Source: an optimization exercise on an open RTL-to-GDS flow (aim: small area and few clock cycles). Production flows keep margins and buffers that such runs may drop.
Function was checked by simulation only, so behaviour that the tests miss may differ from the original.
The flow treats the clock pin as an ideal source. Dropping or thinning the clock tree relies on that and would not hold on a real chip.
Power figures rest on the tool's default switching activity, not on a simulated workload.

==> module fc_decoder, before the edit <==
module fc_decoder (
    input  wire        clk,
    input  wire        rst,
    input  wire        mode,           
    input  wire        rx_valid,
    input  wire [7:0]  rx_data,
    input  wire        rx_last,
    output wire        pl_valid,
    output wire [7:0]  pl_data,
    output reg         done,
    output reg  [2:0]  status,
    output wire [15:0] type_out,
    output wire [15:0] len_out,
    output wire        mode_flip       
);
    localparam [2:0] ST_OK       = 3'd0,
                     ST_NOFRAME  = 3'd1,
                     ST_DANGLING = 3'd2,
                     ST_HDRSHORT = 3'd3,
                     ST_LENSHORT = 3'd4,
                     ST_CHECKSUM = 3'd5;
    localparam [1:0] P_HUNT  = 2'd0,    
                     P_IN    = 2'd1,    
                     P_AFTER = 2'd2;    
    localparam [2:0] Q_PAY  = 3'd4,     
                     Q_CS1  = 3'd5,     
                     Q_FULL = 3'd6;     
    reg [1:0]  phase;
    reg        first;          
    reg [1:0]  tcode;          
    reg        esc_pending;
    reg [2:0]  pos;
    reg [15:0] cnt;            
    reg [15:0] f_type;
    reg [15:0] f_len;
    reg [15:0] crc;
    reg [15:0] sum;
    reg        c0;             
    reg        c8;             
    reg        bad;            
    wire [1:0] ph          = first ? P_HUNT : phase;
    wire       is_flag     = (rx_data == 8'h7E);
    wire       u_valid     = rx_valid && (ph == P_IN) && !is_flag &&
                             (esc_pending || rx_data != 8'h7D);
    wire [7:0] u_data      = {rx_data[7:6], rx_data[5] ^ esc_pending, rx_data[4:0]};
    wire       take        = u_valid && (pos != Q_FULL);
    wire       hdr         = !pos[2];
    wire       cnt_zero    = (cnt == 16'd0);
    wire       in_pl       = (pos == Q_PAY) && !cnt_zero;
    wire       cs0         = (pos == Q_PAY) && cnt_zero;
    wire       cs1         = (pos == Q_CS1);
    wire [1:0] rcode = (rx_data[7:2] == 6'b100000) ? rx_data[1:0] : 2'd3;
    assign pl_valid = take && in_pl;
    assign pl_data  = u_data;
    wire [15:0] crc_nx;
    fc_crc_byte u_crc (.crc_in(crc), .d(u_data), .crc_out(crc_nx));
    wire        lo   = hdr ? pos[0] : (f_len[0] ^ cnt[0]);
    wire        w_lo = cs1 || (lo && !cs0);
    wire [7:0]  w_l  = u_data & {8{w_lo}};
    wire [7:0]  w_h  = u_data & {8{!w_lo}};
    wire [15:0] sum_nx;
    wire        c0_nx, c8_nx;
    fc_ripple #(8) u_add_l (.a(sum[7:0]),  .b(w_l), .ci(c0), .s(sum_nx[7:0]),  .co(c8_nx));
    fc_ripple #(8) u_add_h (.a(sum[15:8]), .b(w_h), .ci(c8), .s(sum_nx[15:8]), .co(c0_nx));
    wire byte_ff = (u_data == 8'hFF);
    wire closed = (phase == P_AFTER);
    wire full   = (pos == Q_FULL);
    wire crc_ok = (crc == 16'd0);
    wire frm_ok = (sum[15:9] == 7'h7F) && (sum[8] ^ c8) &&
                  (sum[7:1] == 7'h7F) && (sum[0] ^ c0) && !bad;
    wire cs_any = crc_ok || frm_ok;
    always @(*) begin
        if (!closed)                status = (tcode == 2'd3) ? ST_NOFRAME : ST_OK;
        else if (esc_pending)       status = ST_DANGLING;
        else if (hdr)               status = ST_HDRSHORT;
        else if (!full)             status = ST_LENSHORT;
        else if (cs_any)            status = ST_OK;
        else                        status = ST_CHECKSUM;
    end
    assign mode_flip = done && closed && !esc_pending && full &&
                       cs_any && (mode ? !frm_ok : !crc_ok);
    assign type_out = closed ? f_type : {8'h00, 6'b100000, tcode};
    assign len_out  = closed ? f_len : 16'h0000;
    always @(posedge clk) begin
        if (rst) begin
            first <= 1'b1;
            done  <= 1'b0;
        end else begin
            done <= rx_valid && rx_last;
            if (rx_valid)
                first <= rx_last;
        end
    end
    always @(posedge clk) begin
        if (rx_valid) begin
            if (first)
                tcode <= rcode;
            case (ph)
                P_HUNT: begin
                    phase <= is_flag ? P_IN : P_HUNT;
                    if (is_flag) esc_pending <= 1'b0;
                end
                P_IN: if (is_flag) begin
                    phase <= P_AFTER;
                end else begin
                    phase <= P_IN;
                    if (esc_pending)
                        esc_pending <= 1'b0;
                    else if (rx_data == 8'h7D)
                        esc_pending <= 1'b1;
                end
                default: phase <= P_AFTER;
            endcase
        end
        if (rx_valid && ph == P_HUNT && is_flag) begin
            pos <= 3'd0;
            crc <= 16'h0000;
            sum <= 16'h0000;
            c0  <= 1'b0;
            c8  <= 1'b0;
        end else if (take) begin
            crc <= crc_nx;
            sum <= sum_nx;
            c0  <= c0_nx;
            c8  <= c8_nx;
            if (!in_pl)
                pos <= pos + 3'd1;
        end
        if (take) begin
            if (hdr)
                {f_type, f_len} <= {f_type[7:0], f_len, u_data};
            if (pos[2:1] == 2'b01)
                cnt <= {cnt[7:0], u_data};
            if (in_pl)
                cnt <= cnt - 16'd1;
            if (cs0)
                bad <= byte_ff && (sum != 16'h0000 || c0 || c8);
            if (cs1)
                bad <= bad && byte_ff;
        end
    end
endmodule
==> flow/config.mk <==
export PLATFORM = sky130hd
export DESIGN_NAME = frame_codec
export DESIGN_NICKNAME = frame_codec
export VERILOG_FILES = /design/flow/design.v
export SDC_FILE = /design/flow/constraint.sdc
export NUM_CORES = 4
export LEC_CHECK = 0
export CAP_MARGIN = 0
export CORE_MARGIN = 2
export CORE_UTILIZATION = 55
export PLACE_DENSITY = 0.75
export SLEW_MARGIN = 0
==> flow/constraint.sdc <==
create_clock -name core_clock -period 7.0 [get_ports {clk}]
set_input_delay 1.4000 -clock core_clock [delete_from_list [all_inputs] [get_ports {clk}]]
set_output_delay 1.4000 -clock core_clock [all_outputs]
set_load 0.01 [all_outputs]
standard.sh (not shown) runs the stock make flow with config.mk's settings and CLKGATE_MAP_FILE= SYNTH_SCRIPT=/design/flow/synth_recipe.tcl, a recipe that flattens the netlist after the stock synthesis.
==> flow/flow/run.sh <==
#!/bin/bash
# Layout flow: the standard flow (standard.sh) with
#  - synthesis mapped by several area-oriented ABC scripts, keeping the
#    smallest netlist (flow/my_synth.tcl, flow/s*.script),
#  - port buffers of the smallest buffer cell, repair aiming at the
#    library limits themselves (CAP_MARGIN, SLEW_MARGIN 0 in config.mk),
#  - a clock tree made by hand (flow/manual_cts.tcl, sourced before ORFS's
#    CTS step, replaces clock_tree_synthesis): 6 clkbuf_16 leaf buffers,
#    each for a sixth of the registers, fed by one clkbuf_8.
# Each tool's output goes to a log file in this folder (ORFS's own logs
# stay under orfs/logs).
set -e
W=$(pwd)
sed "s#SYNTH_SCRIPT=[^ ]*#SYNTH_SCRIPT=$W/flow/my_synth.tcl#" standard.sh > my_standard.sh
export MY_ABC_SCRIPTS="$(ls $W/flow/s*.script | tr '\n' ' ')"
export BUFFER_PORTS_ARGS="-buffer_cell sky130_fd_sc_hd__buf_1"
export PRE_CTS_TCL=$W/flow/manual_cts.tcl
export CTS_GROUPS=6
export CTS_CELL=sky130_fd_sc_hd__clkbuf_16
export CTS_ROOT=sky130_fd_sc_hd__clkbuf_8
bash my_standard.sh > standard.log 2>&1
Other scripts of this flow, unchanged in this note and not shown: flow/flow/manual_cts.tcl, flow/flow/my_synth.tcl, flow/flow/s01.script, flow/flow/s02.script, flow/flow/s03.script, flow/flow/s04.script, flow/flow/s05.script, flow/flow/s06.script, flow/flow/s07.script, flow/flow/s08.script, flow/flow/s09.script, flow/flow/s10.script, flow/flow/s11.script, flow/flow/s12.script, flow/flow/s13.script, flow/flow/s14.script, flow/flow/s15.script, flow/flow/s16.script, flow/flow/s17.script, flow/flow/s18.script
The baseline finished with timing, DRC and antenna clean.
Testbench counts at the start, summed over its fixed seeds: cycles 22,351.
Edit:
--- a/flow/design.v
+++ b/flow/design.v
@@ -229,8 +229,9 @@
     wire closed = (phase == P_AFTER);
     wire full   = (pos == Q_FULL);
     wire crc_ok = (crc == 16'd0);
-    wire frm_ok = (sum[15:9] == 7'h7F) && (sum[8] ^ c8) &&
-                  (sum[7:1] == 7'h7F) && (sum[0] ^ c0) && !bad;
+    wire t_ffff = (sum[15:9] == 7'h7F) && (sum[8] ^ c8) &&
+                  (sum[7:1] == 7'h7F) && (sum[0] ^ c0);
+    wire frm_ok = t_ffff && !bad;
     wire cs_any = crc_ok || frm_ok;
     always @(*) begin
         if (!closed)                status = (tcode == 2'd3) ? ST_NOFRAME : ST_OK;
@@ -297,9 +298,7 @@
             if (in_pl)
                 cnt <= cnt - 16'd1;
             if (cs0)
-                bad <= byte_ff && (sum != 16'h0000 || c0 || c8);
-            if (cs1)
-                bad <= bad && byte_ff;
+                bad <= byte_ff && t_ffff;
         end
     end
 endmodule
Via count goes down by about 1.6%.
First-iteration DRC count decreases by about 2.6%.
Final cell count decreases by about 2.7%.
Combinational power shrinks by about 16%.
Register-to-register slack improved by 290 ps.
Worst setup slack loses 270 ps.
Clock skew drops by 6.1 ps.
Testbench counts after the change, summed over its fixed seeds: cycles 22,351.
In every run of this note, the design's own scripts or RTL, not TritonCTS, make the clock network.

==> afterwards: timing with drivers on the ports <==
How much do the figures lean on ideal ports? The routed layouts below were timed once more, with nothing changed but the port constraints.
Step 1, drivers: a clkbuf_16 drives clk and a buf_2 each remaining input, both assumed.
Step 2 moves the port delays by t, midway between the first and last clock arrival at a register: inputs arrive t later, outputs are due t later. That takes back most of the time a late clock gives input paths.
Slacks: no drivers / after step 1 / after step 2; pairs: no drivers / after step 1.
| run | t, ns | slack for setup (ns) | worst hold slack (ns) | slew at the worst register clock pin (ns) |
|---|---|---|---|---|
| the first run | 0.429 | 0.902 / 0.870 / 1.177 | 0.447 / 0.447 / 0.447 | 0.10 / 0.10 |
| the second run | 0.443 | 0.632 / 0.597 / 1.040 | 0.447 / 0.447 / 0.447 | 0.09 / 0.09 |
After both steps every run listed still meets setup and hold.
